This is an optimization exercise on Yosys and OpenROAD, whose aim is small area, a short achievable clock period and few clock cycles per item, not a production implementation. The RTL was checked by simulation tests, not by an equivalence proof against the original design. Power is estimated from default activity; no workload was simulated.

==> flow/design.v (outline; a module is shown in full before it is edited, if it fits) <==
// module rs2sfx_flt: 282 lines
// module rs2sfx_flt_mac: 1497 lines
// module rs2sfx_flt_enc: 17 lines
// module rs2sfx_flt_sum: 336 lines
module rs2sfx_flt (
    input  wire        clk,
    input  wire        rst,         
    input  wire        cmd_valid,
    output wire        cmd_ready,
    input  wire [1:0]  cmd_op,
    input  wire [4:0]  cmd_addr,
    input  wire [31:0] cmd_data,
    output reg         res_valid,
    output reg  [31:0] res_data
);
  // ...
==> flow/flow/run.sh <==
#!/bin/bash
# The standard ORFS layout (the standard.sh, standard synthesis), with the
# timing repair after floorplan, CTS and global routing aiming for a setup
# slack of SETUP_SLACK_MARGIN at the design's own clock period and
# constraints, i.e. for a shorter cycle than the 13 ns clock asks for.
set -euo pipefail
export SETUP_SLACK_MARGIN=8.5
bash standard.sh synth > log_synth.log 2>&1
bash standard.sh floorplan > log_floorplan.log 2>&1
bash standard.sh place > log_place.log 2>&1
bash standard.sh cts > log_cts.log 2>&1
bash standard.sh route > log_route.log 2>&1
bash standard.sh finish > log_finish.log 2>&1
==> flow/standard.sh <==
#!/bin/bash
# synth_recipe.tcl (not shown) runs the flow's synth.tcl, then flattens the netlist and writes it again
# the make line also repeats each setting of config.mk as NAME=value (left out here)
make -C /OpenROAD-flow-scripts/flow DESIGN_CONFIG=/design/flow/config.mk WORK_HOME=/design/flow/orfs CLKGATE_MAP_FILE= SYNTH_SCRIPT=/design/flow/synth_recipe.tcl "${@:-finish}"
==> flow/config.mk <==
export PLATFORM = sky130hd
export DESIGN_NAME = rs2sfx_flt
export DESIGN_NICKNAME = rs2sfx_flt
export VERILOG_FILES = /design/flow/design.v
export SDC_FILE = /design/flow/constraint.sdc
export NUM_CORES = 4
export LEC_CHECK = 0
export CAP_MARGIN = 20
export CORE_MARGIN = 2
export CORE_UTILIZATION = 55
export PLACE_DENSITY = 0.68
export SLEW_MARGIN = 20
==> flow/constraint.sdc <==
create_clock -name core_clock -period 13.0 [get_ports {clk}]
set_input_delay 2.6000 -clock core_clock [delete_from_list [all_inputs] [get_ports {clk}]]
set_output_delay 2.6000 -clock core_clock [all_outputs]
set_load 0.01 [all_outputs]
==> results.txt, run 1 <==
setup bufs post-CTS=between 50 and 60; Seq cells=~1600; XOR/XNOR share of the synthesized area=between 10% and 20%; met1 usage=49.6%; number of buffers and inverters on the critical path=5; Largest cell class=multi-input gates; Power Density=~180 nW/µm²; tap cells=2821; initial core utilization=between 50% and 60%; Die Width=between 400 and 500 µm; inverter count=about 970; Hold Slack=approximately 0.40 ns; initial drt markers=between 10000 and 15000; Synth-to-Final Area Change=13.2%; status=no timing/DRC/antenna violations; DRC viols=0; ys async rst share=0%; Post-Route WL=~440 mm; Final Power=around 24 mW; Placement Setup Slack=about 7.4 ns; Final ANT Viol Nets=0; placeable core region=between 200000 and 250000 µm²; hold depth=0; power share of the clock group=about 22%; clock buffer count from CTS=172; Startpoint Class=register; CTS H-tree lvls=4; NetSw=around 10 mW; Synth Register Bits=1642; CP Cell Sequence=fa_1 > inv_2 > fa_1 > inv_2 > fa_1 > inv_1 > fa_2 > nor2b_4 > o2111ai_4 > a21oi_4 > nor2_2 > buf_6 > a221oi_4 > buf_6 > a221o_1 > a21oi_2 > xnor2_1 > a21o_1; total gr overflow=0
Testbench counts, summed over its fixed seeds: cycles 17,190, items 3,810.
==> module rs2sfx_flt, before the edit <==
module rs2sfx_flt (
    input  wire        clk,
    input  wire        rst,         
    input  wire        cmd_valid,
    output wire        cmd_ready,
    input  wire [1:0]  cmd_op,
    input  wire [4:0]  cmd_addr,
    input  wire [31:0] cmd_data,
    output reg         res_valid,
    output reg  [31:0] res_data
);
    localparam OP_WRITE = 2'd0;
    localparam OP_STEP  = 2'd1;
    localparam OP_CLR   = 2'd2;
    reg [255:0] c0;    
    reg [255:0] c1;    
    reg [31:0] unity;
    reg [7:0]  cv0, cv1;
    reg        uv;
    reg [7:0]  th0, th1;
    reg        nw1;
    reg [255:0] xh;    
    reg [255:32] yh;   
    reg [7:0]  xv, yv;
    reg        rdy;
    reg        b_v;
    reg [1:0]  b_op;
    reg [4:0]  b_addr;
    reg [31:0] b_data;
    reg        e_v;
    reg        e_last;
    reg [2:0]  e_cnt;
    reg [2:0]  e_tm1;
    reg [31:0] e_x;
    reg        tr_v, tr_first, tr_last;
    reg        fin_v;
    wire [31:0] y;
    assign cmd_ready = rdy;
    function take_f;
        input bv;
        input [1:0] bop;
        input ev, elast, trv, finv, blk;
        begin
            take_f = bv && (!ev || elast) &&
                     (bop != OP_CLR || (!ev && !trv && !finv)) &&
                     (bop != OP_STEP || !blk);
        end
    endfunction
    wire take       = take_f(b_v, b_op, e_v, e_last, tr_v, fin_v, nw1);
    wire step_start = take && (b_op == OP_STEP);
    wire shift      = e_v && e_last;    
    wire       b_v_n    = rdy ? cmd_valid : (b_v && !take);
    wire [1:0] b_op_n   = rdy ? cmd_op : b_op;
    wire       e_v_n    = step_start || (e_v && !e_last);
    wire       e_last_n = step_start ? 1'b0 : (e_v && !e_last && (e_cnt + 3'd1 == e_tm1));
    wire       tr_v_n   = e_v;
    wire       fin_v_n  = tr_v && tr_last;
    wire       nco_wr   = take && (b_op == OP_WRITE) && (b_addr == 5'd17 || b_addr == 5'd18);
    wire       rdy_n    = !b_v_n || take_f(b_v_n, b_op_n, e_v_n, e_last_n, tr_v_n, fin_v_n, nco_wr);
    localparam SELW = 17;
    wire act0_0 = 1'b1;
    wire act0_1 = th0[3];
    wire act0_2 = th0[7];
    wire act0_3 = th1[5];
    wire act0_4 = th1[6];
    wire act0_5 = th1[0];
    wire [2:0] cnt0 = {2'b0, act0_0} + {2'b0, act0_1} + {2'b0, act0_2} + {2'b0, act0_3} + {2'b0, act0_4} + {2'b0, act0_5};
    wire [2:0] rk0_0 = 3'd0;
    wire [2:0] rk0_1 = {2'b0, act0_0};
    wire [2:0] rk0_2 = {2'b0, act0_0} + {2'b0, act0_1};
    wire [2:0] rk0_3 = {2'b0, act0_0} + {2'b0, act0_1} + {2'b0, act0_2};
    wire [2:0] rk0_4 = {2'b0, act0_0} + {2'b0, act0_1} + {2'b0, act0_2} + {2'b0, act0_3};
    wire [2:0] rk0_5 = {2'b0, act0_0} + {2'b0, act0_1} + {2'b0, act0_2} + {2'b0, act0_3} + {2'b0, act0_4};
    wire act1_0 = th0[0];
    wire act1_1 = th0[5];
    wire act1_2 = th0[6];
    wire act1_3 = th1[1];
    wire act1_4 = th1[2];
    wire act1_5 = th1[7];
    wire [2:0] cnt1 = {2'b0, act1_0} + {2'b0, act1_1} + {2'b0, act1_2} + {2'b0, act1_3} + {2'b0, act1_4} + {2'b0, act1_5};
    wire [2:0] rk1_0 = 3'd0;
    wire [2:0] rk1_1 = {2'b0, act1_0};
    wire [2:0] rk1_2 = {2'b0, act1_0} + {2'b0, act1_1};
    wire [2:0] rk1_3 = {2'b0, act1_0} + {2'b0, act1_1} + {2'b0, act1_2};
    wire [2:0] rk1_4 = {2'b0, act1_0} + {2'b0, act1_1} + {2'b0, act1_2} + {2'b0, act1_3};
    wire [2:0] rk1_5 = {2'b0, act1_0} + {2'b0, act1_1} + {2'b0, act1_2} + {2'b0, act1_3} + {2'b0, act1_4};
    wire act2_0 = th0[1];
    wire act2_1 = th0[2];
    wire act2_2 = th0[4];
    wire act2_3 = th1[3];
    wire act2_4 = th1[4];
    wire [2:0] cnt2 = {2'b0, act2_0} + {2'b0, act2_1} + {2'b0, act2_2} + {2'b0, act2_3} + {2'b0, act2_4};
    wire [2:0] rk2_0 = 3'd0;
    wire [2:0] rk2_1 = {2'b0, act2_0};
    wire [2:0] rk2_2 = {2'b0, act2_0} + {2'b0, act2_1};
    wire [2:0] rk2_3 = {2'b0, act2_0} + {2'b0, act2_1} + {2'b0, act2_2};
    wire [2:0] rk2_4 = {2'b0, act2_0} + {2'b0, act2_1} + {2'b0, act2_2} + {2'b0, act2_3};
    wire [2:0] tmx0 = 3'd2;
    wire [2:0] tmx1 = (cnt0 > tmx0) ? cnt0 : tmx0;
    wire [2:0] tmx2 = (cnt1 > tmx1) ? cnt1 : tmx1;
    wire [2:0] tmx3 = (cnt2 > tmx2) ? cnt2 : tmx2;
    reg  [2:0] sch_tm1;   
    always @(posedge clk) sch_tm1 <= tmx3 - 3'd1;
    wire [2:0] sch_cyc = step_start ? 3'd0 : (e_cnt + 3'd1);
    wire       sch_on  = step_start | (e_v & ~e_last);
    wire       sch_lst = !step_start && (e_cnt + 3'd1 == e_tm1);
    wire [SELW-1:0] sel_next;
    assign sel_next[0] = sch_on & act0_0 & (sch_cyc == rk0_0);
    assign sel_next[1] = sch_on & act0_1 & (sch_cyc == rk0_1);
    assign sel_next[2] = sch_on & act0_2 & (sch_cyc == rk0_2);
    assign sel_next[3] = sch_on & act0_3 & (sch_cyc == rk0_3);
    assign sel_next[4] = sch_on & act0_4 & (sch_cyc == rk0_4);
    assign sel_next[5] = sch_on & act0_5 & sch_lst;
    assign sel_next[6] = sch_on & act1_0 & (sch_cyc == rk1_0);
    assign sel_next[7] = sch_on & act1_1 & (sch_cyc == rk1_1);
    assign sel_next[8] = sch_on & act1_2 & (sch_cyc == rk1_2);
    assign sel_next[9] = sch_on & act1_3 & (sch_cyc == rk1_3);
    assign sel_next[10] = sch_on & act1_4 & (sch_cyc == rk1_4);
    assign sel_next[11] = sch_on & act1_5 & (sch_cyc == rk1_5);
    assign sel_next[12] = sch_on & act2_0 & (sch_cyc == rk2_0);
    assign sel_next[13] = sch_on & act2_1 & (sch_cyc == rk2_1);
    assign sel_next[14] = sch_on & act2_2 & (sch_cyc == rk2_2);
    assign sel_next[15] = sch_on & act2_3 & (sch_cyc == rk2_3);
    assign sel_next[16] = sch_on & act2_4 & (sch_cyc == rk2_4);
    reg  [SELW-1:0] sel;
    wire se0_0 = sel[0] & uv;
    wire se0_1 = sel[1] & (xv[3] & cv0[3]);
    wire se0_2 = sel[2] & (xv[7] & cv0[7]);
    wire se0_3 = sel[3] & (yv[5] & cv1[5]);
    wire se0_4 = sel[4] & (yv[6] & cv1[6]);
    wire se0_5 = sel[5] & (yv[0] & cv1[0]);
    wire [31:0] opa_n0 = ({32{se0_0}} & e_x) | ({32{se0_1}} & xh[127:96]) | ({32{se0_2}} & xh[255:224]) | ({32{se0_3}} & yh[191:160]) | ({32{se0_4}} & yh[223:192]) | ({32{se0_5}} & (fin_v ? y : res_data));
    wire [31:0] opb_n0 = ({32{se0_0}} & unity) | ({32{se0_1}} & c0[127:96]) | ({32{se0_2}} & c0[255:224]) | ({32{se0_3}} & c1[191:160]) | ({32{se0_4}} & c1[223:192]) | ({32{se0_5}} & c1[31:0]);
    wire ong_n0 = sel[3] | sel[4] | sel[5];
    wire [15:0] eo_n0, et_n0, en_n0;
    rs2sfx_flt_enc u_enc0 (.b(opb_n0), .ng(ong_n0), .one(eo_n0), .two(et_n0), .neg(en_n0));
    reg  [31:0] opa0;
    reg  [15:0] eo0, et0, en0;
    reg         ong0;
    reg  [31:0] acs0, acc0;
    reg         ack0;
    wire [31:0] ns0, nc0;
    wire        nk0;
    rs2sfx_flt_mac u_mac0 (.a(opa0), .one(eo0), .two(et0), .neg(en0), .ng(ong0), .first(tr_first),
        .acc_s(acs0), .acc_c(acc0), .cin(ack0), .o_s(ns0), .o_c(nc0), .c16(nk0));
    wire se1_0 = sel[6] & (xv[0] & cv0[0]);
    wire se1_1 = sel[7] & (xv[5] & cv0[5]);
    wire se1_2 = sel[8] & (xv[6] & cv0[6]);
    wire se1_3 = sel[9] & (yv[1] & cv1[1]);
    wire se1_4 = sel[10] & (yv[2] & cv1[2]);
    wire se1_5 = sel[11] & (yv[7] & cv1[7]);
    wire [31:0] opa_n1 = ({32{se1_0}} & xh[31:0]) | ({32{se1_1}} & xh[191:160]) | ({32{se1_2}} & xh[223:192]) | ({32{se1_3}} & yh[63:32]) | ({32{se1_4}} & yh[95:64]) | ({32{se1_5}} & yh[255:224]);
    wire [31:0] opb_n1 = ({32{se1_0}} & c0[31:0]) | ({32{se1_1}} & c0[191:160]) | ({32{se1_2}} & c0[223:192]) | ({32{se1_3}} & c1[63:32]) | ({32{se1_4}} & c1[95:64]) | ({32{se1_5}} & c1[255:224]);
    wire ong_n1 = sel[9] | sel[10] | sel[11];
    wire [15:0] eo_n1, et_n1, en_n1;
    rs2sfx_flt_enc u_enc1 (.b(opb_n1), .ng(ong_n1), .one(eo_n1), .two(et_n1), .neg(en_n1));
    reg  [31:0] opa1;
    reg  [15:0] eo1, et1, en1;
    reg         ong1;
    reg  [31:0] acs1, acc1;
    reg         ack1;
    wire [31:0] ns1, nc1;
    wire        nk1;
    rs2sfx_flt_mac u_mac1 (.a(opa1), .one(eo1), .two(et1), .neg(en1), .ng(ong1), .first(tr_first),
        .acc_s(acs1), .acc_c(acc1), .cin(ack1), .o_s(ns1), .o_c(nc1), .c16(nk1));
    wire se2_0 = sel[12] & (xv[1] & cv0[1]);
    wire se2_1 = sel[13] & (xv[2] & cv0[2]);
    wire se2_2 = sel[14] & (xv[4] & cv0[4]);
    wire se2_3 = sel[15] & (yv[3] & cv1[3]);
    wire se2_4 = sel[16] & (yv[4] & cv1[4]);
    wire [31:0] opa_n2 = ({32{se2_0}} & xh[63:32]) | ({32{se2_1}} & xh[95:64]) | ({32{se2_2}} & xh[159:128]) | ({32{se2_3}} & yh[127:96]) | ({32{se2_4}} & yh[159:128]);
    wire [31:0] opb_n2 = ({32{se2_0}} & c0[63:32]) | ({32{se2_1}} & c0[95:64]) | ({32{se2_2}} & c0[159:128]) | ({32{se2_3}} & c1[127:96]) | ({32{se2_4}} & c1[159:128]);
    wire ong_n2 = sel[15] | sel[16];
    wire [15:0] eo_n2, et_n2, en_n2;
    rs2sfx_flt_enc u_enc2 (.b(opb_n2), .ng(ong_n2), .one(eo_n2), .two(et_n2), .neg(en_n2));
    reg  [31:0] opa2;
    reg  [15:0] eo2, et2, en2;
    reg         ong2;
    reg  [31:0] acs2, acc2;
    reg         ack2;
    wire [31:0] ns2, nc2;
    wire        nk2;
    rs2sfx_flt_mac u_mac2 (.a(opa2), .one(eo2), .two(et2), .neg(en2), .ng(ong2), .first(tr_first),
        .acc_s(acs2), .acc_c(acc2), .cin(ack2), .o_s(ns2), .o_c(nc2), .c16(nk2));
    rs2sfx_flt_sum u_sum (.s0(acs0), .c0(acc0), .k0(ack0), .s1(acs1), .c1(acc1), .k1(ack1), .s2(acs2), .c2(acc2), .k2(ack2), .y(y));
    integer i;
    always @(posedge clk) begin
        if (rst) begin
            rdy      <= 1'b1;
            b_v      <= 1'b0;
            e_v      <= 1'b0;
            e_last   <= 1'b0;
            tr_v     <= 1'b0;
            tr_first <= 1'b0;
            tr_last  <= 1'b0;
            fin_v    <= 1'b0;
            res_valid <= 1'b0;
            cv0      <= 8'd0;
            cv1      <= 8'd0;
            uv       <= 1'b0;
            th0      <= 8'd0;
            th1      <= 8'd0;
            nw1      <= 1'b1;
            xv       <= 8'd0;
            yv       <= 8'd0;
        end else begin
            rdy <= rdy_n;
            nw1 <= nco_wr;
            if (rdy) begin
                b_v <= cmd_valid;
            end else if (take) begin
                b_v <= 1'b0;
            end
            if (step_start) begin
                e_v    <= 1'b1;
                e_last <= 1'b0;
                e_cnt  <= 3'd0;
                e_tm1  <= sch_tm1;
            end else if (e_v && !e_last) begin
                e_cnt  <= e_cnt + 3'd1;
                e_last <= (e_cnt + 3'd1 == e_tm1);
            end else begin
                e_v    <= 1'b0;
                e_last <= 1'b0;
            end
            tr_v     <= e_v;
            tr_first <= e_v && (e_cnt == 3'd0);
            tr_last  <= e_v && e_last;
            fin_v    <= tr_v && tr_last;
            res_valid <= fin_v;
            if (take && b_op == OP_WRITE) begin
                if (b_addr[4:3] == 2'b00) cv0[b_addr[2:0]] <= 1'b1;
                if (b_addr[4:3] == 2'b01) cv1[b_addr[2:0]] <= 1'b1;
                if (b_addr == 5'd16) uv <= 1'b1;
                for (i = 0; i < 8; i = i + 1) begin
                    if (b_addr == 5'd17) th0[i] <= (b_data[3:0] > i);
                    if (b_addr == 5'd18) th1[i] <= (b_data[3:0] > i);
                end
            end
            if (take && b_op == OP_CLR) begin
                xv <= 8'd0;
                yv <= 8'd0;
            end else if (shift) begin
                xv <= {xv[6:0], 1'b1};
                yv <= {yv[6:0], 1'b1};
            end
        end
    end
    always @(posedge clk) begin
        if (rdy) begin
            b_op   <= cmd_op;
            b_addr <= cmd_addr;
            b_data <= cmd_data;
        end
        if (step_start) e_x <= b_data;
        if (take && b_op == OP_WRITE) begin
            for (i = 0; i < 8; i = i + 1) begin
                if (b_addr == i)     c0[32*i +: 32] <= b_data;
                if (b_addr == i + 8) c1[32*i +: 32] <= b_data;
            end
            if (b_addr == 5'd16) unity <= b_data;
        end
        if (shift) begin
            xh <= {xh[223:0], e_x};
            yh[255:64] <= yh[223:32];
            yh[63:32]  <= fin_v ? y : res_data;
        end
        if (fin_v) res_data <= y;
    end
    always @(posedge clk) begin
        sel <= sel_next;
        opa0 <= opa_n0; ong0 <= ong_n0;
        eo0 <= eo_n0; et0 <= et_n0; en0 <= en_n0;
        acs0 <= ns0; acc0 <= nc0; ack0 <= nk0;
        opa1 <= opa_n1; ong1 <= ong_n1;
        eo1 <= eo_n1; et1 <= et_n1; en1 <= en_n1;
        acs1 <= ns1; acc1 <= nc1; ack1 <= nk1;
        opa2 <= opa_n2; ong2 <= ong_n2;
        eo2 <= eo_n2; et2 <= et_n2; en2 <= en_n2;
        acs2 <= ns2; acc2 <= nc2; ack2 <= nk2;
    end
endmodule
==> run 2, diff against run 1 <==
--- a/flow/design.v
+++ b/flow/design.v
@@ -13,17 +13,17 @@
     localparam OP_STEP  = 2'd1;
     localparam OP_CLR   = 2'd2;
     reg [255:0] c0;    
     reg [255:0] c1;    
     reg [31:0] unity;
     reg [7:0]  cv0, cv1;
     reg        uv;
     reg [7:0]  th0, th1;
-    reg        nw1;
+    reg        nw1, nw2;
     reg [255:0] xh;    
     reg [255:32] yh;   
     reg [7:0]  xv, yv;
     reg        rdy;
     reg        b_v;
     reg [1:0]  b_op;
     reg [4:0]  b_addr;
     reg [31:0] b_data;
@@ -41,27 +41,27 @@
         input [1:0] bop;
         input ev, elast, trv, finv, blk;
         begin
             take_f = bv && (!ev || elast) &&
                      (bop != OP_CLR || (!ev && !trv && !finv)) &&
                      (bop != OP_STEP || !blk);
         end
     endfunction
-    wire take       = take_f(b_v, b_op, e_v, e_last, tr_v, fin_v, nw1);
+    wire take       = take_f(b_v, b_op, e_v, e_last, tr_v, fin_v, nw1 | nw2);
     wire step_start = take && (b_op == OP_STEP);
     wire shift      = e_v && e_last;    
     wire       b_v_n    = rdy ? cmd_valid : (b_v && !take);
     wire [1:0] b_op_n   = rdy ? cmd_op : b_op;
     wire       e_v_n    = step_start || (e_v && !e_last);
     wire       e_last_n = step_start ? 1'b0 : (e_v && !e_last && (e_cnt + 3'd1 == e_tm1));
     wire       tr_v_n   = e_v;
     wire       fin_v_n  = tr_v && tr_last;
     wire       nco_wr   = take && (b_op == OP_WRITE) && (b_addr == 5'd17 || b_addr == 5'd18);
-    wire       rdy_n    = !b_v_n || take_f(b_v_n, b_op_n, e_v_n, e_last_n, tr_v_n, fin_v_n, nco_wr);
+    wire       rdy_n    = !b_v_n || take_f(b_v_n, b_op_n, e_v_n, e_last_n, tr_v_n, fin_v_n, nco_wr | nw1);
     localparam SELW = 17;
     wire act0_0 = 1'b1;
     wire act0_1 = th0[3];
     wire act0_2 = th0[7];
     wire act0_3 = th1[5];
     wire act0_4 = th1[6];
     wire act0_5 = th1[0];
     wire [2:0] cnt0 = {2'b0, act0_0} + {2'b0, act0_1} + {2'b0, act0_2} + {2'b0, act0_3} + {2'b0, act0_4} + {2'b0, act0_5};
@@ -90,20 +90,26 @@
     wire act2_3 = th1[3];
     wire act2_4 = th1[4];
     wire [2:0] cnt2 = {2'b0, act2_0} + {2'b0, act2_1} + {2'b0, act2_2} + {2'b0, act2_3} + {2'b0, act2_4};
     wire [2:0] rk2_0 = 3'd0;
     wire [2:0] rk2_1 = {2'b0, act2_0};
     wire [2:0] rk2_2 = {2'b0, act2_0} + {2'b0, act2_1};
     wire [2:0] rk2_3 = {2'b0, act2_0} + {2'b0, act2_1} + {2'b0, act2_2};
     wire [2:0] rk2_4 = {2'b0, act2_0} + {2'b0, act2_1} + {2'b0, act2_2} + {2'b0, act2_3};
+    reg  [2:0] cntr0;
+    always @(posedge clk) cntr0 <= cnt0;
+    reg  [2:0] cntr1;
+    always @(posedge clk) cntr1 <= cnt1;
+    reg  [2:0] cntr2;
+    always @(posedge clk) cntr2 <= cnt2;
     wire [2:0] tmx0 = 3'd2;
-    wire [2:0] tmx1 = (cnt0 > tmx0) ? cnt0 : tmx0;
-    wire [2:0] tmx2 = (cnt1 > tmx1) ? cnt1 : tmx1;
-    wire [2:0] tmx3 = (cnt2 > tmx2) ? cnt2 : tmx2;
+    wire [2:0] tmx1 = (cntr0 > tmx0) ? cntr0 : tmx0;
+    wire [2:0] tmx2 = (cntr1 > tmx1) ? cntr1 : tmx1;
+    wire [2:0] tmx3 = (cntr2 > tmx2) ? cntr2 : tmx2;
     reg  [2:0] sch_tm1;   
     always @(posedge clk) sch_tm1 <= tmx3 - 3'd1;
     wire [2:0] sch_cyc = step_start ? 3'd0 : (e_cnt + 3'd1);
     wire       sch_on  = step_start | (e_v & ~e_last);
     wire       sch_lst = !step_start && (e_cnt + 3'd1 == e_tm1);
     wire [SELW-1:0] sel_next;
     assign sel_next[0] = sch_on & act0_0 & (sch_cyc == rk0_0);
     assign sel_next[1] = sch_on & act0_1 & (sch_cyc == rk0_1);
@@ -196,21 +202,23 @@
             fin_v    <= 1'b0;
             res_valid <= 1'b0;
             cv0      <= 8'd0;
             cv1      <= 8'd0;
             uv       <= 1'b0;
             th0      <= 8'd0;
             th1      <= 8'd0;
             nw1      <= 1'b1;
+            nw2      <= 1'b1;
             xv       <= 8'd0;
             yv       <= 8'd0;
         end else begin
             rdy <= rdy_n;
             nw1 <= nco_wr;
+            nw2 <= nw1;
             if (rdy) begin
                 b_v <= cmd_valid;
             end else if (take) begin
                 b_v <= 1'b0;
             end
             if (step_start) begin
                 e_v    <= 1'b1;
                 e_last <= 1'b0;
@@ -1804,329 +1812,265 @@
     input  wire [31:0] s2,
     input  wire [31:0] c2,
     input  wire        k2,
     output wire [31:0] y
 );
     wire q1, q2;
     assign {q2, q1} = {1'b0, s0[0]} + {1'b0, c0[0]} + {1'b0, k0};
     wire q3, q4;
-    assign {q4, q3} = {1'b0, s1[0]} + {1'b0, c1[0]};
+    assign {q4, q3} = {1'b0, s1[0]} + {1'b0, c1[0]} + {1'b0, k1};
     wire q5, q6;
-    assign {q6, q5} = {1'b0, s0[1]} + {1'b0, c0[1]} + {1'b0, s1[1]};
+    assign {q6, q5} = {1'b0, s2[0]} + {1'b0, c2[0]} + {1'b0, k2};
     wire q7, q8;
-    assign {q8, q7} = {1'b0, s0[2]} + {1'b0, c0[2]};
+    assign {q8, q7} = {1'b0, q1} + {1'b0, q3} + {1'b0, q5};
     wire q9, q10;
-    assign {q10, q9} = {1'b0, s0[3]} + {1'b0, c0[3]};
+    assign {q10, q9} = {1'b0, s0[1]} + {1'b0, c0[1]} + {1'b0, s1[1]};
     wire q11, q12;
-    assign {q12, q11} = {1'b0, s0[4]} + {1'b0, c0[4]};
+    assign {q12, q11} = {1'b0, c1[1]} + {1'b0, s2[1]} + {1'b0, c2[1]};
     wire q13, q14;
-    assign {q14, q13} = {1'b0, s0[5]} + {1'b0, c0[5]};
+    assign {q14, q13} = {1'b0, q2} + {1'b0, q4} + {1'b0, q6};
     wire q15, q16;
-    assign {q16, q15} = {1'b0, s0[6]} + {1'b0, c0[6]};
+    assign {q16, q15} = {1'b0, q9} + {1'b0, q11} + {1'b0, q8};
     wire q17, q18;
-    assign {q18, q17} = {1'b0, s0[7]} + {1'b0, c0[7]};
+    assign {q18, q17} = {1'b0, s0[2]} + {1'b0, c0[2]} + {1'b0, s1[2]};
     wire q19, q20;
-    assign {q20, q19} = {1'b0, s0[8]} + {1'b0, c0[8]};
+    assign {q20, q19} = {1'b0, c1[2]} + {1'b0, s2[2]} + {1'b0, c2[2]};
     wire q21, q22;
-    assign {q22, q21} = {1'b0, s0[9]} + {1'b0, c0[9]};
+    assign {q22, q21} = {1'b0, q10} + {1'b0, q12} + {1'b0, q17};
     wire q23, q24;
-    assign {q24, q23} = {1'b0, s0[10]} + {1'b0, c0[10]};
+    assign {q24, q23} = {1'b0, q19} + {1'b0, q14} + {1'b0, q21};
     wire q25, q26;
-    assign {q26, q25} = {1'b0, s0[11]} + {1'b0, c0[11]};
+    assign {q26, q25} = {1'b0, s0[3]} + {1'b0, c0[3]} + {1'b0, s1[3]};
     wire q27, q28;
-    assign {q28, q27} = {1'b0, s0[12]} + {1'b0, c0[12]};
+    assign {q28, q27} = {1'b0, c1[3]} + {1'b0, s2[3]} + {1'b0, c2[3]};
     wire q29, q30;
-    assign {q30, q29} = {1'b0, s0[13]} + {1'b0, c0[13]};
+    assign {q30, q29} = {1'b0, q18} + {1'b0, q20} + {1'b0, q25};
     wire q31, q32;
-    assign {q32, q31} = {1'b0, s0[14]} + {1'b0, c0[14]};
+    assign {q32, q31} = {1'b0, q27} + {1'b0, q22} + {1'b0, q29};
     wire q33, q34;
-    assign {q34, q33} = {1'b0, s0[15]} + {1'b0, c0[15]};
+    assign {q34, q33} = {1'b0, s0[4]} + {1'b0, c0[4]} + {1'b0, s1[4]};
     wire q35, q36;
-    assign {q36, q35} = {1'b0, s0[16]} + {1'b0, c0[16]};
+    assign {q36, q35} = {1'b0, c1[4]} + {1'b0, s2[4]} + {1'b0, c2[4]};
     wire q37, q38;
-    assign {q38, q37} = {1'b0, s0[17]} + {1'b0, c0[17]};
+    assign {q38, q37} = {1'b0, q26} + {1'b0, q28} + {1'b0, q33};
     wire q39, q40;
-    assign {q40, q39} = {1'b0, s0[18]} + {1'b0, c0[18]};
+    assign {q40, q39} = {1'b0, q35} + {1'b0, q30} + {1'b0, q37};
     wire q41, q42;
-    assign {q42, q41} = {1'b0, s0[19]} + {1'b0, c0[19]};
+    assign {q42, q41} = {1'b0, s0[5]} + {1'b0, c0[5]} + {1'b0, s1[5]};
     wire q43, q44;
-    assign {q44, q43} = {1'b0, s0[20]} + {1'b0, c0[20]};
+    assign {q44, q43} = {1'b0, c1[5]} + {1'b0, s2[5]} + {1'b0, c2[5]};
     wire q45, q46;
-    assign {q46, q45} = {1'b0, s0[21]} + {1'b0, c0[21]};
+    assign {q46, q45} = {1'b0, q34} + {1'b0, q36} + {1'b0, q41};
     wire q47, q48;
-    assign {q48, q47} = {1'b0, s0[22]} + {1'b0, c0[22]};
+    assign {q48, q47} = {1'b0, q43} + {1'b0, q38} + {1'b0, q45};
     wire q49, q50;
-    assign {q50, q49} = {1'b0, s0[23]} + {1'b0, c0[23]};
+    assign {q50, q49} = {1'b0, s0[6]} + {1'b0, c0[6]} + {1'b0, s1[6]};
     wire q51, q52;
-    assign {q52, q51} = {1'b0, s0[24]} + {1'b0, c0[24]};
+    assign {q52, q51} = {1'b0, c1[6]} + {1'b0, s2[6]} + {1'b0, c2[6]};
     wire q53, q54;
-    assign {q54, q53} = {1'b0, s0[25]} + {1'b0, c0[25]};
+    assign {q54, q53} = {1'b0, q42} + {1'b0, q44} + {1'b0, q49};
     wire q55, q56;
-    assign {q56, q55} = {1'b0, s0[26]} + {1'b0, c0[26]};
+    assign {q56, q55} = {1'b0, q51} + {1'b0, q46} + {1'b0, q53};
     wire q57, q58;
-    assign {q58, q57} = {1'b0, s0[27]} + {1'b0, c0[27]};
+    assign {q58, q57} = {1'b0, s0[7]} + {1'b0, c0[7]} + {1'b0, s1[7]};
     wire q59, q60;
-    assign {q60, q59} = {1'b0, s0[28]} + {1'b0, c0[28]};
+    assign {q60, q59} = {1'b0, c1[7]} + {1'b0, s2[7]} + {1'b0, c2[7]};
     wire q61, q62;
-    assign {q62, q61} = {1'b0, s0[29]} + {1'b0, c0[29]};
+    assign {q62, q61} = {1'b0, q50} + {1'b0, q52} + {1'b0, q57};
     wire q63, q64;
-    assign {q64, q63} = {1'b0, s0[30]} + {1'b0, c0[30]};
+    assign {q64, q63} = {1'b0, q59} + {1'b0, q54} + {1'b0, q61};
     wire q65, q66;
-    assign {q66, q65} = {1'b0, s0[31]} + {1'b0, c0[31]};
+    assign {q66, q65} = {1'b0, s0[8]} + {1'b0, c0[8]} + {1'b0, s1[8]};
     wire q67, q68;
-    assign {q68, q67} = {1'b0, k1} + {1'b0, s2[0]} + {1'b0, c2[0]};
+    assign {q68, q67} = {1'b0, c1[8]} + {1'b0, s2[8]} + {1'b0, c2[8]};
     wire q69, q70;
-    assign {q70, q69} = {1'b0, c1[1]} + {1'b0, s2[1]} + {1'b0, c2[1]};
+    assign {q70, q69} = {1'b0, q58} + {1'b0, q60} + {1'b0, q65};
     wire q71, q72;
-    assign {q72, q71} = {1'b0, q2} + {1'b0, q4};
+    assign {q72, q71} = {1'b0, q67} + {1'b0, q62} + {1'b0, q69};
     wire q73, q74;
-    assign {q74, q73} = {1'b0, s1[2]} + {1'b0, c1[2]} + {1'b0, s2[2]};
+    assign {q74, q73} = {1'b0, s0[9]} + {1'b0, c0[9]} + {1'b0, s1[9]};
     wire q75, q76;
-    assign {q76, q75} = {1'b0, c2[2]} + {1'b0, q6} + {1'b0, q7};
+    assign {q76, q75} = {1'b0, c1[9]} + {1'b0, s2[9]} + {1'b0, c2[9]};
     wire q77, q78;
-    assign {q78, q77} = {1'b0, s1[3]} + {1'b0, c1[3]} + {1'b0, s2[3]};
+    assign {q78, q77} = {1'b0, q66} + {1'b0, q68} + {1'b0, q73};
     wire q79, q80;
-    assign {q80, q79} = {1'b0, c2[3]} + {1'b0, q8} + {1'b0, q9};
+    assign {q80, q79} = {1'b0, q75} + {1'b0, q70} + {1'b0, q77};
     wire q81, q82;
-    assign {q82, q81} = {1'b0, s1[4]} + {1'b0, c1[4]} + {1'b0, s2[4]};
+    assign {q82, q81} = {1'b0, s0[10]} + {1'b0, c0[10]} + {1'b0, s1[10]};
     wire q83, q84;
-    assign {q84, q83} = {1'b0, c2[4]} + {1'b0, q10} + {1'b0, q11};
+    assign {q84, q83} = {1'b0, c1[10]} + {1'b0, s2[10]} + {1'b0, c2[10]};
     wire q85, q86;
-    assign {q86, q85} = {1'b0, s1[5]} + {1'b0, c1[5]} + {1'b0, s2[5]};
+    assign {q86, q85} = {1'b0, q74} + {1'b0, q76} + {1'b0, q81};
     wire q87, q88;
-    assign {q88, q87} = {1'b0, c2[5]} + {1'b0, q12} + {1'b0, q13};
+    assign {q88, q87} = {1'b0, q83} + {1'b0, q78} + {1'b0, q85};
     wire q89, q90;
-    assign {q90, q89} = {1'b0, s1[6]} + {1'b0, c1[6]} + {1'b0, s2[6]};
+    assign {q90, q89} = {1'b0, s0[11]} + {1'b0, c0[11]} + {1'b0, s1[11]};
     wire q91, q92;
-    assign {q92, q91} = {1'b0, c2[6]} + {1'b0, q14} + {1'b0, q15};
+    assign {q92, q91} = {1'b0, c1[11]} + {1'b0, s2[11]} + {1'b0, c2[11]};
     wire q93, q94;
-    assign {q94, q93} = {1'b0, s1[7]} + {1'b0, c1[7]} + {1'b0, s2[7]};
+    assign {q94, q93} = {1'b0, q82} + {1'b0, q84} + {1'b0, q89};
     wire q95, q96;
-    assign {q96, q95} = {1'b0, c2[7]} + {1'b0, q16} + {1'b0, q17};
+    assign {q96, q95} = {1'b0, q91} + {1'b0, q86} + {1'b0, q93};
     wire q97, q98;
-    assign {q98, q97} = {1'b0, s1[8]} + {1'b0, c1[8]} + {1'b0, s2[8]};
+    assign {q98, q97} = {1'b0, s0[12]} + {1'b0, c0[12]} + {1'b0, s1[12]};
     wire q99, q100;
-    assign {q100, q99} = {1'b0, c2[8]} + {1'b0, q18} + {1'b0, q19};
+    assign {q100, q99} = {1'b0, c1[12]} + {1'b0, s2[12]} + {1'b0, c2[12]};
     wire q101, q102;
-    assign {q102, q101} = {1'b0, s1[9]} + {1'b0, c1[9]} + {1'b0, s2[9]};
+    assign {q102, q101} = {1'b0, q90} + {1'b0, q92} + {1'b0, q97};
     wire q103, q104;
-    assign {q104, q103} = {1'b0, c2[9]} + {1'b0, q20} + {1'b0, q21};
+    assign {q104, q103} = {1'b0, q99} + {1'b0, q94} + {1'b0, q101};
     wire q105, q106;
-    assign {q106, q105} = {1'b0, s1[10]} + {1'b0, c1[10]} + {1'b0, s2[10]};
+    assign {q106, q105} = {1'b0, s0[13]} + {1'b0, c0[13]} + {1'b0, s1[13]};
     wire q107, q108;
-    assign {q108, q107} = {1'b0, c2[10]} + {1'b0, q22} + {1'b0, q23};
+    assign {q108, q107} = {1'b0, c1[13]} + {1'b0, s2[13]} + {1'b0, c2[13]};
     wire q109, q110;
-    assign {q110, q109} = {1'b0, s1[11]} + {1'b0, c1[11]} + {1'b0, s2[11]};
+    assign {q110, q109} = {1'b0, q98} + {1'b0, q100} + {1'b0, q105};
     wire q111, q112;
-    assign {q112, q111} = {1'b0, c2[11]} + {1'b0, q24} + {1'b0, q25};
+    assign {q112, q111} = {1'b0, q107} + {1'b0, q102} + {1'b0, q109};
     wire q113, q114;
-    assign {q114, q113} = {1'b0, s1[12]} + {1'b0, c1[12]} + {1'b0, s2[12]};
+    assign {q114, q113} = {1'b0, s0[14]} + {1'b0, c0[14]} + {1'b0, s1[14]};
     wire q115, q116;
-    assign {q116, q115} = {1'b0, c2[12]} + {1'b0, q26} + {1'b0, q27};
+    assign {q116, q115} = {1'b0, c1[14]} + {1'b0, s2[14]} + {1'b0, c2[14]};
     wire q117, q118;
-    assign {q118, q117} = {1'b0, s1[13]} + {1'b0, c1[13]} + {1'b0, s2[13]};
+    assign {q118, q117} = {1'b0, q106} + {1'b0, q108} + {1'b0, q113};
     wire q119, q120;
-    assign {q120, q119} = {1'b0, c2[13]} + {1'b0, q28} + {1'b0, q29};
+    assign {q120, q119} = {1'b0, q115} + {1'b0, q110} + {1'b0, q117};
     wire q121, q122;
-    assign {q122, q121} = {1'b0, s1[14]} + {1'b0, c1[14]} + {1'b0, s2[14]};
+    assign {q122, q121} = {1'b0, s0[15]} + {1'b0, c0[15]} + {1'b0, s1[15]};
     wire q123, q124;
-    assign {q124, q123} = {1'b0, c2[14]} + {1'b0, q30} + {1'b0, q31};
+    assign {q124, q123} = {1'b0, c1[15]} + {1'b0, s2[15]} + {1'b0, c2[15]};
     wire q125, q126;
-    assign {q126, q125} = {1'b0, s1[15]} + {1'b0, c1[15]} + {1'b0, s2[15]};
+    assign {q126, q125} = {1'b0, q114} + {1'b0, q116} + {1'b0, q121};
     wire q127, q128;
-    assign {q128, q127} = {1'b0, c2[15]} + {1'b0, q32} + {1'b0, q33};
+    assign {q128, q127} = {1'b0, q123} + {1'b0, q118} + {1'b0, q125};
     wire q129, q130;
-    assign {q130, q129} = {1'b0, s1[16]} + {1'b0, c1[16]} + {1'b0, s2[16]};
+    assign {q130, q129} = {1'b0, s0[16]} + {1'b0, c0[16]} + {1'b0, s1[16]};
     wire q131, q132;
-    assign {q132, q131} = {1'b0, c2[16]} + {1'b0, q34} + {1'b0, q35};
+    assign {q132, q131} = {1'b0, c1[16]} + {1'b0, s2[16]} + {1'b0, c2[16]};
     wire q133, q134;
-    assign {q134, q133} = {1'b0, s1[17]} + {1'b0, c1[17]} + {1'b0, s2[17]};
+    assign {q134, q133} = {1'b0, q122} + {1'b0, q124} + {1'b0, q129};
     wire q135, q136;
-    assign {q136, q135} = {1'b0, c2[17]} + {1'b0, q36} + {1'b0, q37};
+    assign {q136, q135} = {1'b0, q131} + {1'b0, q126} + {1'b0, q133};
     wire q137, q138;
-    assign {q138, q137} = {1'b0, s1[18]} + {1'b0, c1[18]} + {1'b0, s2[18]};
+    assign {q138, q137} = {1'b0, s0[17]} + {1'b0, c0[17]} + {1'b0, s1[17]};
     wire q139, q140;
-    assign {q140, q139} = {1'b0, c2[18]} + {1'b0, q38} + {1'b0, q39};
+    assign {q140, q139} = {1'b0, c1[17]} + {1'b0, s2[17]} + {1'b0, c2[17]};
     wire q141, q142;
-    assign {q142, q141} = {1'b0, s1[19]} + {1'b0, c1[19]} + {1'b0, s2[19]};
+    assign {q142, q141} = {1'b0, q130} + {1'b0, q132} + {1'b0, q137};
     wire q143, q144;
-    assign {q144, q143} = {1'b0, c2[19]} + {1'b0, q40} + {1'b0, q41};
+    assign {q144, q143} = {1'b0, q139} + {1'b0, q134} + {1'b0, q141};
     wire q145, q146;
-    assign {q146, q145} = {1'b0, s1[20]} + {1'b0, c1[20]} + {1'b0, s2[20]};
+    assign {q146, q145} = {1'b0, s0[18]} + {1'b0, c0[18]} + {1'b0, s1[18]};
     wire q147, q148;
-    assign {q148, q147} = {1'b0, c2[20]} + {1'b0, q42} + {1'b0, q43};
+    assign {q148, q147} = {1'b0, c1[18]} + {1'b0, s2[18]} + {1'b0, c2[18]};
     wire q149, q150;
-    assign {q150, q149} = {1'b0, s1[21]} + {1'b0, c1[21]} + {1'b0, s2[21]};
+    assign {q150, q149} = {1'b0, q138} + {1'b0, q140} + {1'b0, q145};
     wire q151, q152;
-    assign {q152, q151} = {1'b0, c2[21]} + {1'b0, q44} + {1'b0, q45};
+    assign {q152, q151} = {1'b0, q147} + {1'b0, q142} + {1'b0, q149};
     wire q153, q154;
-    assign {q154, q153} = {1'b0, s1[22]} + {1'b0, c1[22]} + {1'b0, s2[22]};
+    assign {q154, q153} = {1'b0, s0[19]} + {1'b0, c0[19]} + {1'b0, s1[19]};
     wire q155, q156;
-    assign {q156, q155} = {1'b0, c2[22]} + {1'b0, q46} + {1'b0, q47};
+    assign {q156, q155} = {1'b0, c1[19]} + {1'b0, s2[19]} + {1'b0, c2[19]};
     wire q157, q158;
-    assign {q158, q157} = {1'b0, s1[23]} + {1'b0, c1[23]} + {1'b0, s2[23]};
+    assign {q158, q157} = {1'b0, q146} + {1'b0, q148} + {1'b0, q153};
     wire q159, q160;
-    assign {q160, q159} = {1'b0, c2[23]} + {1'b0, q48} + {1'b0, q49};
+    assign {q160, q159} = {1'b0, q155} + {1'b0, q150} + {1'b0, q157};
     wire q161, q162;
-    assign {q162, q161} = {1'b0, s1[24]} + {1'b0, c1[24]} + {1'b0, s2[24]};
+    assign {q162, q161} = {1'b0, s0[20]} + {1'b0, c0[20]} + {1'b0, s1[20]};
     wire q163, q164;
-    assign {q164, q163} = {1'b0, c2[24]} + {1'b0, q50} + {1'b0, q51};
+    assign {q164, q163} = {1'b0, c1[20]} + {1'b0, s2[20]} + {1'b0, c2[20]};
     wire q165, q166;
-    assign {q166, q165} = {1'b0, s1[25]} + {1'b0, c1[25]} + {1'b0, s2[25]};
+    assign {q166, q165} = {1'b0, q154} + {1'b0, q156} + {1'b0, q161};
     wire q167, q168;
-    assign {q168, q167} = {1'b0, c2[25]} + {1'b0, q52} + {1'b0, q53};
+    assign {q168, q167} = {1'b0, q163} + {1'b0, q158} + {1'b0, q165};
     wire q169, q170;
-    assign {q170, q169} = {1'b0, s1[26]} + {1'b0, c1[26]} + {1'b0, s2[26]};
+    assign {q170, q169} = {1'b0, s0[21]} + {1'b0, c0[21]} + {1'b0, s1[21]};
     wire q171, q172;
-    assign {q172, q171} = {1'b0, c2[26]} + {1'b0, q54} + {1'b0, q55};
+    assign {q172, q171} = {1'b0, c1[21]} + {1'b0, s2[21]} + {1'b0, c2[21]};
     wire q173, q174;
-    assign {q174, q173} = {1'b0, s1[27]} + {1'b0, c1[27]} + {1'b0, s2[27]};
+    assign {q174, q173} = {1'b0, q162} + {1'b0, q164} + {1'b0, q169};
     wire q175, q176;
-    assign {q176, q175} = {1'b0, c2[27]} + {1'b0, q56} + {1'b0, q57};
+    assign {q176, q175} = {1'b0, q171} + {1'b0, q166} + {1'b0, q173};
     wire q177, q178;
-    assign {q178, q177} = {1'b0, s1[28]} + {1'b0, c1[28]} + {1'b0, s2[28]};
+    assign {q178, q177} = {1'b0, s0[22]} + {1'b0, c0[22]} + {1'b0, s1[22]};
     wire q179, q180;
-    assign {q180, q179} = {1'b0, c2[28]} + {1'b0, q58} + {1'b0, q59};
+    assign {q180, q179} = {1'b0, c1[22]} + {1'b0, s2[22]} + {1'b0, c2[22]};
     wire q181, q182;
-    assign {q182, q181} = {1'b0, s1[29]} + {1'b0, c1[29]} + {1'b0, s2[29]};
+    assign {q182, q181} = {1'b0, q170} + {1'b0, q172} + {1'b0, q177};
     wire q183, q184;
-    assign {q184, q183} = {1'b0, c2[29]} + {1'b0, q60} + {1'b0, q61};
+    assign {q184, q183} = {1'b0, q179} + {1'b0, q174} + {1'b0, q181};
     wire q185, q186;
-    assign {q186, q185} = {1'b0, s1[30]} + {1'b0, c1[30]} + {1'b0, s2[30]};
+    assign {q186, q185} = {1'b0, s0[23]} + {1'b0, c0[23]} + {1'b0, s1[23]};
     wire q187, q188;
-    assign {q188, q187} = {1'b0, c2[30]} + {1'b0, q62} + {1'b0, q63};
+    assign {q188, q187} = {1'b0, c1[23]} + {1'b0, s2[23]} + {1'b0, c2[23]};
     wire q189, q190;
-    assign {q190, q189} = {1'b0, s1[31]} + {1'b0, c1[31]} + {1'b0, s2[31]};
+    assign {q190, q189} = {1'b0, q178} + {1'b0, q180} + {1'b0, q185};
     wire q191, q192;
-    assign {q192, q191} = {1'b0, c2[31]} + {1'b0, q64} + {1'b0, q65};
+    assign {q192, q191} = {1'b0, q187} + {1'b0, q182} + {1'b0, q189};
     wire q193, q194;
-    assign {q194, q193} = {1'b0, k2} + {1'b0, q67};
+    assign {q194, q193} = {1'b0, s0[24]} + {1'b0, c0[24]} + {1'b0, s1[24]};
     wire q195, q196;
-    assign {q196, q195} = {1'b0, q68} + {1'b0, q69} + {1'b0, q5};
+    assign {q196, q195} = {1'b0, c1[24]} + {1'b0, s2[24]} + {1'b0, c2[24]};
     wire q197, q198;
-    assign {q198, q197} = {1'b0, q70} + {1'b0, q73} + {1'b0, q72};
+    assign {q198, q197} = {1'b0, q186} + {1'b0, q188} + {1'b0, q193};
     wire q199, q200;
-    assign {q200, q199} = {1'b0, q74} + {1'b0, q77} + {1'b0, q76};
+    assign {q200, q199} = {1'b0, q195} + {1'b0, q190} + {1'b0, q197};
     wire q201, q202;
-    assign {q202, q201} = {1'b0, q78} + {1'b0, q81} + {1'b0, q80};
+    assign {q202, q201} = {1'b0, s0[25]} + {1'b0, c0[25]} + {1'b0, s1[25]};
     wire q203, q204;
-    assign {q204, q203} = {1'b0, q82} + {1'b0, q85} + {1'b0, q84};
+    assign {q204, q203} = {1'b0, c1[25]} + {1'b0, s2[25]} + {1'b0, c2[25]};
     wire q205, q206;
-    assign {q206, q205} = {1'b0, q86} + {1'b0, q89} + {1'b0, q88};
+    assign {q206, q205} = {1'b0, q194} + {1'b0, q196} + {1'b0, q201};
     wire q207, q208;
-    assign {q208, q207} = {1'b0, q90} + {1'b0, q93} + {1'b0, q92};
+    assign {q208, q207} = {1'b0, q203} + {1'b0, q198} + {1'b0, q205};
     wire q209, q210;
-    assign {q210, q209} = {1'b0, q94} + {1'b0, q97} + {1'b0, q96};
+    assign {q210, q209} = {1'b0, s0[26]} + {1'b0, c0[26]} + {1'b0, s1[26]};
     wire q211, q212;
-    assign {q212, q211} = {1'b0, q98} + {1'b0, q101} + {1'b0, q100};
+    assign {q212, q211} = {1'b0, c1[26]} + {1'b0, s2[26]} + {1'b0, c2[26]};
     wire q213, q214;
-    assign {q214, q213} = {1'b0, q102} + {1'b0, q105} + {1'b0, q104};
+    assign {q214, q213} = {1'b0, q202} + {1'b0, q204} + {1'b0, q209};
     wire q215, q216;
-    assign {q216, q215} = {1'b0, q106} + {1'b0, q109} + {1'b0, q108};
+    assign {q216, q215} = {1'b0, q211} + {1'b0, q206} + {1'b0, q213};
     wire q217, q218;
-    assign {q218, q217} = {1'b0, q110} + {1'b0, q113} + {1'b0, q112};
+    assign {q218, q217} = {1'b0, s0[27]} + {1'b0, c0[27]} + {1'b0, s1[27]};
     wire q219, q220;
-    assign {q220, q219} = {1'b0, q114} + {1'b0, q117} + {1'b0, q116};
+    assign {q220, q219} = {1'b0, c1[27]} + {1'b0, s2[27]} + {1'b0, c2[27]};
     wire q221, q222;
-    assign {q222, q221} = {1'b0, q118} + {1'b0, q121} + {1'b0, q120};
+    assign {q222, q221} = {1'b0, q210} + {1'b0, q212} + {1'b0, q217};
     wire q223, q224;
-    assign {q224, q223} = {1'b0, q122} + {1'b0, q125} + {1'b0, q124};
+    assign {q224, q223} = {1'b0, q219} + {1'b0, q214} + {1'b0, q221};
     wire q225, q226;
-    assign {q226, q225} = {1'b0, q126} + {1'b0, q129} + {1'b0, q128};
+    assign {q226, q225} = {1'b0, s0[28]} + {1'b0, c0[28]} + {1'b0, s1[28]};
     wire q227, q228;
-    assign {q228, q227} = {1'b0, q130} + {1'b0, q133} + {1'b0, q132};
+    assign {q228, q227} = {1'b0, c1[28]} + {1'b0, s2[28]} + {1'b0, c2[28]};
     wire q229, q230;
-    assign {q230, q229} = {1'b0, q134} + {1'b0, q137} + {1'b0, q136};
+    assign {q230, q229} = {1'b0, q218} + {1'b0, q220} + {1'b0, q225};
     wire q231, q232;
-    assign {q232, q231} = {1'b0, q138} + {1'b0, q141} + {1'b0, q140};
+    assign {q232, q231} = {1'b0, q227} + {1'b0, q222} + {1'b0, q229};
     wire q233, q234;
-    assign {q234, q233} = {1'b0, q142} + {1'b0, q145} + {1'b0, q144};
+    assign {q234, q233} = {1'b0, s0[29]} + {1'b0, c0[29]} + {1'b0, s1[29]};
     wire q235, q236;
-    assign {q236, q235} = {1'b0, q146} + {1'b0, q149} + {1'b0, q148};
+    assign {q236, q235} = {1'b0, c1[29]} + {1'b0, s2[29]} + {1'b0, c2[29]};
     wire q237, q238;
-    assign {q238, q237} = {1'b0, q150} + {1'b0, q153} + {1'b0, q152};
+    assign {q238, q237} = {1'b0, q226} + {1'b0, q228} + {1'b0, q233};
     wire q239, q240;
-    assign {q240, q239} = {1'b0, q154} + {1'b0, q157} + {1'b0, q156};
+    assign {q240, q239} = {1'b0, q235} + {1'b0, q230} + {1'b0, q237};
     wire q241, q242;
-    assign {q242, q241} = {1'b0, q158} + {1'b0, q161} + {1'b0, q160};
+    assign {q242, q241} = {1'b0, s0[30]} + {1'b0, c0[30]} + {1'b0, s1[30]};
     wire q243, q244;
-    assign {q244, q243} = {1'b0, q162} + {1'b0, q165} + {1'b0, q164};
+    assign {q244, q243} = {1'b0, c1[30]} + {1'b0, s2[30]} + {1'b0, c2[30]};
     wire q245, q246;
-    assign {q246, q245} = {1'b0, q166} + {1'b0, q169} + {1'b0, q168};
+    assign {q246, q245} = {1'b0, q234} + {1'b0, q236} + {1'b0, q241};
     wire q247, q248;
-    assign {q248, q247} = {1'b0, q170} + {1'b0, q173} + {1'b0, q172};
+    assign {q248, q247} = {1'b0, q243} + {1'b0, q238} + {1'b0, q245};
     wire q249, q250;
-    assign {q250, q249} = {1'b0, q174} + {1'b0, q177} + {1'b0, q176};
+    assign {q250, q249} = {1'b0, s0[31]} + {1'b0, c0[31]} + {1'b0, s1[31]};
     wire q251, q252;
-    assign {q252, q251} = {1'b0, q178} + {1'b0, q181} + {1'b0, q180};
+    assign {q252, q251} = {1'b0, c1[31]} + {1'b0, s2[31]} + {1'b0, c2[31]};
     wire q253, q254;
-    assign {q254, q253} = {1'b0, q182} + {1'b0, q185} + {1'b0, q184};
+    assign {q254, q253} = {1'b0, q242} + {1'b0, q244} + {1'b0, q249};
     wire q255, q256;
-    assign {q256, q255} = {1'b0, q186} + {1'b0, q189} + {1'b0, q188};
-    wire q257, q258;
-    assign {q258, q257} = {1'b0, q1} + {1'b0, q3};
-    wire q259, q260;
-    assign {q260, q259} = {1'b0, q194} + {1'b0, q195} + {1'b0, q71};
-    wire q261, q262;
-    assign {q262, q261} = {1'b0, q196} + {1'b0, q75} + {1'b0, q197};
-    wire q263, q264;
-    assign {q264, q263} = {1'b0, q79} + {1'b0, q198} + {1'b0, q199};
-    wire q265, q266;
-    assign {q266, q265} = {1'b0, q83} + {1'b0, q200} + {1'b0, q201};
-    wire q267, q268;
-    assign {q268, q267} = {1'b0, q87} + {1'b0, q202} + {1'b0, q203};
-    wire q269, q270;
-    assign {q270, q269} = {1'b0, q91} + {1'b0, q204} + {1'b0, q205};
-    wire q271, q272;
-    assign {q272, q271} = {1'b0, q95} + {1'b0, q206} + {1'b0, q207};
-    wire q273, q274;
-    assign {q274, q273} = {1'b0, q99} + {1'b0, q208} + {1'b0, q209};
-    wire q275, q276;
-    assign {q276, q275} = {1'b0, q103} + {1'b0, q210} + {1'b0, q211};
-    wire q277, q278;
-    assign {q278, q277} = {1'b0, q107} + {1'b0, q212} + {1'b0, q213};
-    wire q279, q280;
-    assign {q280, q279} = {1'b0, q111} + {1'b0, q214} + {1'b0, q215};
-    wire q281, q282;
-    assign {q282, q281} = {1'b0, q115} + {1'b0, q216} + {1'b0, q217};
-    wire q283, q284;
-    assign {q284, q283} = {1'b0, q119} + {1'b0, q218} + {1'b0, q219};
-    wire q285, q286;
-    assign {q286, q285} = {1'b0, q123} + {1'b0, q220} + {1'b0, q221};
-    wire q287, q288;
-    assign {q288, q287} = {1'b0, q127} + {1'b0, q222} + {1'b0, q223};
-    wire q289, q290;
-    assign {q290, q289} = {1'b0, q131} + {1'b0, q224} + {1'b0, q225};
-    wire q291, q292;
-    assign {q292, q291} = {1'b0, q135} + {1'b0, q226} + {1'b0, q227};
-    wire q293, q294;
-    assign {q294, q293} = {1'b0, q139} + {1'b0, q228} + {1'b0, q229};
-    wire q295, q296;
-    assign {q296, q295} = {1'b0, q143} + {1'b0, q230} + {1'b0, q231};
-    wire q297, q298;
-    assign {q298, q297} = {1'b0, q147} + {1'b0, q232} + {1'b0, q233};
-    wire q299, q300;
-    assign {q300, q299} = {1'b0, q151} + {1'b0, q234} + {1'b0, q235};
-    wire q301, q302;
-    assign {q302, q301} = {1'b0, q155} + {1'b0, q236} + {1'b0, q237};
-    wire q303, q304;
-    assign {q304, q303} = {1'b0, q159} + {1'b0, q238} + {1'b0, q239};
-    wire q305, q306;
-    assign {q306, q305} = {1'b0, q163} + {1'b0, q240} + {1'b0, q241};
-    wire q307, q308;
-    assign {q308, q307} = {1'b0, q167} + {1'b0, q242} + {1'b0, q243};
-    wire q309, q310;
-    assign {q310, q309} = {1'b0, q171} + {1'b0, q244} + {1'b0, q245};
-    wire q311, q312;
-    assign {q312, q311} = {1'b0, q175} + {1'b0, q246} + {1'b0, q247};
-    wire q313, q314;
-    assign {q314, q313} = {1'b0, q179} + {1'b0, q248} + {1'b0, q249};
-    wire q315, q316;
-    assign {q316, q315} = {1'b0, q183} + {1'b0, q250} + {1'b0, q251};
-    wire q317, q318;
-    assign {q318, q317} = {1'b0, q187} + {1'b0, q252} + {1'b0, q253};
-    wire q319, q320;
-    assign {q320, q319} = {1'b0, q191} + {1'b0, q254} + {1'b0, q255};
-    wire [31:0] r0 = {q318, q316, q314, q312, q310, q308, q306, q304, q302, q300, q298, q296, q294, q292, q290, q288, q286, q284, q282, q280, q278, q276, q274, q272, q270, q268, q266, q264, q262, q260, q258, q257};
-    wire [31:0] r1 = {q319, q317, q315, q313, q311, q309, q307, q305, q303, q301, q299, q297, q295, q293, q291, q289, q287, q285, q283, q281, q279, q277, q275, q273, q271, q269, q267, q265, q263, q261, q259, q193};
+    assign {q256, q255} = {1'b0, q251} + {1'b0, q246} + {1'b0, q253};
+    wire [31:0] r0 = {q248, q240, q232, q224, q216, q208, q200, q192, q184, q176, q168, q160, q152, q144, q136, q128, q120, q112, q104, q96, q88, q80, q72, q64, q56, q48, q40, q32, q24, q16, q13, q7};
+    wire [31:0] r1 = {q255, q247, q239, q231, q223, q215, q207, q199, q191, q183, q175, q167, q159, q151, q143, q135, q127, q119, q111, q103, q95, q87, q79, q71, q63, q55, q47, q39, q31, q23, q15, 1'b0};
     assign y = r0 + r1;
 endmodule
==> run 2 against run 1 <==
Effect of this change:
- still clean on timing, DRC and antenna
- hold slack better by 0.0025 ns
- global-route usage fell by 0.48 points
- design area shrank 1.1%
- synthesized cell count grew 0.38%
- non-clock buffer count shrank 81
- combinational power about the same
- critical endpoint is now yh[59]
==> results.txt, run 2 <==
status=no timing/DRC/antenna violations; layout cells sized above 1=a little over a tenth; routed vias=between 80000 and 90000; TritonCTS clock tree=yes; number of port buffers=75; critical setup path kind=reg2reg; YS warnings=1; FF-to-FF End=yh[59]; GPL Wtd Cong=approximately 0.95; ys async rst share=0% (unchanged); area share of the largest cell type after synthesis=27.9%; global-route usage over all layers=between 30% and 40%; Synth-to-Final Area Change=11.5%; Regs by FF count=c0 x256, c1 x256, xh x256; TritonRoute pass-1 iters=9; TritonCTS Sinks=approximately 1700; EDFF count, synth=between 1000 and 1500; Clock Path Buffers=3; final hold viol count=0; main flop type after synthesis=edfxtp_1; total gr overflow=0 (unchanged); Avg Inst Size Synth=12.0 µm²; setup TNS=0 ns; Worst Skew=0.0916 ns; Pleak=between 40 and 50 nW; Reg2Reg Depth=14; CP Data Arrival Time=5.36 ns; placeable core region=214000 µm² (+0.79%); Synth Register Bits=1652 (+0.61%); Die ar.=between 200000 and 250000 µm²; Startpoint Class=register; synth top area cells=edfxtp_1 28%, fa_1 25%, a22oi_1 10%; post-synth design cell area=118000 µm²; hold depth=0 (unchanged); Die Width=468 µm (+0.19%); antenna violations before repair=13; Crit. Startpoint=acc2[0]; post-synthesis sequential area ratio=between 30% and 40%; Placement Setup Slack=7.16 ns (-0.282 ns); Peak VDD IR=0.896 mV; Critical Path RT=~14 ns; Comb power frac=52.4%; Gate Count Post-Synth=about 9900; Ports=76; part of the power in registers=between 20% and 30%; most frequent cells in the layout=1614 x a22oi_1, 1462 x fa_1, 1099 x edfxtp_1, 965 x xor2_1, 933 x inv_1; critical path endpoint=yh[59]; post-DP HPWL=263 mm; r2r startpoint=acc2[0]; commonest non-fill, non-tap cell in the layout=a22oi_1; Syn Nets=approximately 12000; internal power=13.9 mW; Hold Slack=0.406 ns (+0.00250 ns); CTS Root Cell=clkbuf_16; DRC viols=0 (unchanged); synth unique cells=81; largest net degree at the start of global routing=183; first-pass GRT wire length=616 mm; Synth area leader=edfxtp_1; top cells by count, synth=1626 x a22oi_1, 1474 x fa_1, 1099 x edfxtp_1; Clock Latency Late Sink=0.87 ns; nets@finish=around 11000; clock transition at the registers of the reported paths=roughly 0.060 ns; Worst-Margin Slew=1.24 ns; initial drt markers=13400 (-5.4%); number of global-route vias before repair=approximately 90000; routed vias/inst=about 6.8; Power Density=184 nW/µm² (+1.8%); Final period util=36.5%; CTS H-tree lvls=4 (unchanged); maximum capacitance violations=0; Sw Ratio=~43%; Final ANT Viol Nets=0 (unchanged); routed len/inst=around 34 µm; power share of the clock group=21.2% (-0.3 points); count of hold-fix buffers inserted at cts=0; Max Freq=about 0.21 GHz; Max Slew Vio Count=0; HP Class=reg2reg; num rows=170; Finish-stage setup viols=0; CP max FO=4; RSZ-0062 raised after global routing=yes; initial core utilization=55.3% (-0.23 points); final worst setup slack=~8.3 ns; crit path capture type=register; NetSw=10.3 mW (+2.7%); r2r setup slk=slightly above 8 ns; Post-Route WL=431 mm (-2.5%); most common cell in the netlist=a22oi_1; die height=roughly 470 µm; post-route minimum period=about 4.7 ns; clock buffer count from CTS=173 (+0.58%); Max-slew headroom=between 10% and 20%
-- run 2: changes by cell type after synthesis, sizes merged, moves of 7 or more --
cell	change
mux2	-7
buf	+44
nor2b	+11
nand3	-16
a21o	+18
clkbuf	-34
ha	-35
inv	-17
nand4	+7
and3	+9
dfxtp	+10
nand2	+33
-- run 2: metrics by stage --
stage          total power, mW  area (µm²)  std cells  util [%]
3_5_place_dp              15.7      122000      12200      56.9
6_report                  24.2      132000      12600      61.6
5_1_grt                   25.3      132000      12600      61.6
4_1_cts                   22.2      129000      12500      60.3
3_3_place_gp              15.6      122000      12200      56.8
2_1_floorplan             12.4      118000       9856         -
-- run 2: what timing repair did --
action	4_1_cts	5_1_grt
setup endpoints to repair	254	141
cloned	5	21
buffers inserted	22	54
gates resized for setup	246	457
pin swaps	26	42
-- run 2: per-layer routing --
metal  GRT usage (%)  routed length [µm]  vias to the layer above
met2            57.1              185000                     7298
li1                -                   -                    33300
met5           0.242                 103                        -
met4            23.7               34100                       10
met1            49.7              149000                    43100
met3            13.3               63100                     1798
-- run 2: final cells by class --
cell class | instances | area, µm²
clock inverters | 88 | 1170
multi-input cells | 6351 | 68200
diodes | 6 | 15.0
inverters | 949 | 3620
clock buffers | 238 | 4750
fillers | 16300 | 82300
repair buffers | 483 | 6250
flip-flops and latches | 1652 | 44300
well taps | 2838 | 3550
-- run 2: cell families after synthesis --
logic type / count (synthesis) / share of synthesized area (%)
compound gates: 2086 / 13.4
xor+xnor: 1610 / 11.9
fa+ha+maj: 1716 / 27.5
buf+inv: 1853 / 5.95
flops: 1652 / 37.2
mux: 25 / 0.228
simple gates: 914 / 3.80
-- run 2: worst min path at each step --
stage,endpoint,startpoint,slack [ns]
2_1_floorplan,e_tm1[0],sch_tm1[0],0.39
3_3_place_gp,e_tm1[2],sch_tm1[2],0.40
3_5_place_dp,e_tm1[2],sch_tm1[2],0.39
4_1_cts,e_tm1[2],sch_tm1[2],0.41
5_1_grt,e_tm1[0],sch_tm1[0],0.42
6_report,e_tm1[2],sch_tm1[2],0.41
-- run 2: critical path, stage by stage (launching register included) --
cell and delay (ns):
dfxtp_4 0.36, fa_2 0.57, clkinvlp_4 0.29, fa_2 0.46
fa_1 0.50, inv_2 0.05, ha_4 0.16, fa_2 0.38
a211oi_4 0.23, o211ai_1 0.20, a21o_1 0.26, a21o_4 0.27
o41ai_4 0.34, xnor2_4 0.20, a21o_1 0.20
-- run 2: power groups by stage --
stage | clock network [mW] | registers [mW] | logic, mW
4_1_cts | 5.17 | 6.35 | 10.7
2_1_floorplan | 0 | 6.09 | 6.34
6_report | 5.15 | 6.39 | 12.7
5_1_grt | 5.38 | 6.37 | 13.6
3_5_place_dp | 0 | 6.45 | 9.26
3_3_place_gp | 0 | 6.46 | 9.11
Testbench counts of run 2, summed over its fixed seeds: cycles 17,195, items 3,810.

[port drivers added, routing unchanged]
The flow's constraints put no driver on any port. The routed layouts listed below were extracted and timed again, unchanged, in two steps. Step 1, drivers: a clkbuf_16 drives clk and a buf_2 each remaining input, both assumed. Step 2 moves the port delays by t, midway between the first and last clock arrival at a register: inputs arrive t later, outputs are due t later. That takes back most of the time a late clock gives input paths. a / b / c = no drivers / after step 1 / after step 2; a / b = the first two.
| run | shift t [ns] | setup slack, ns | clock arrival spread, ns |
|---|---|---|---|
| run 1 | 0.907 | 8.366 / 8.366 / 8.366 | 0.089 / 0.089 |
| run 2 | 0.929 | 8.259 / 8.259 / 8.259 | 0.094 / 0.093 |
After both steps every run listed still meets setup and hold.
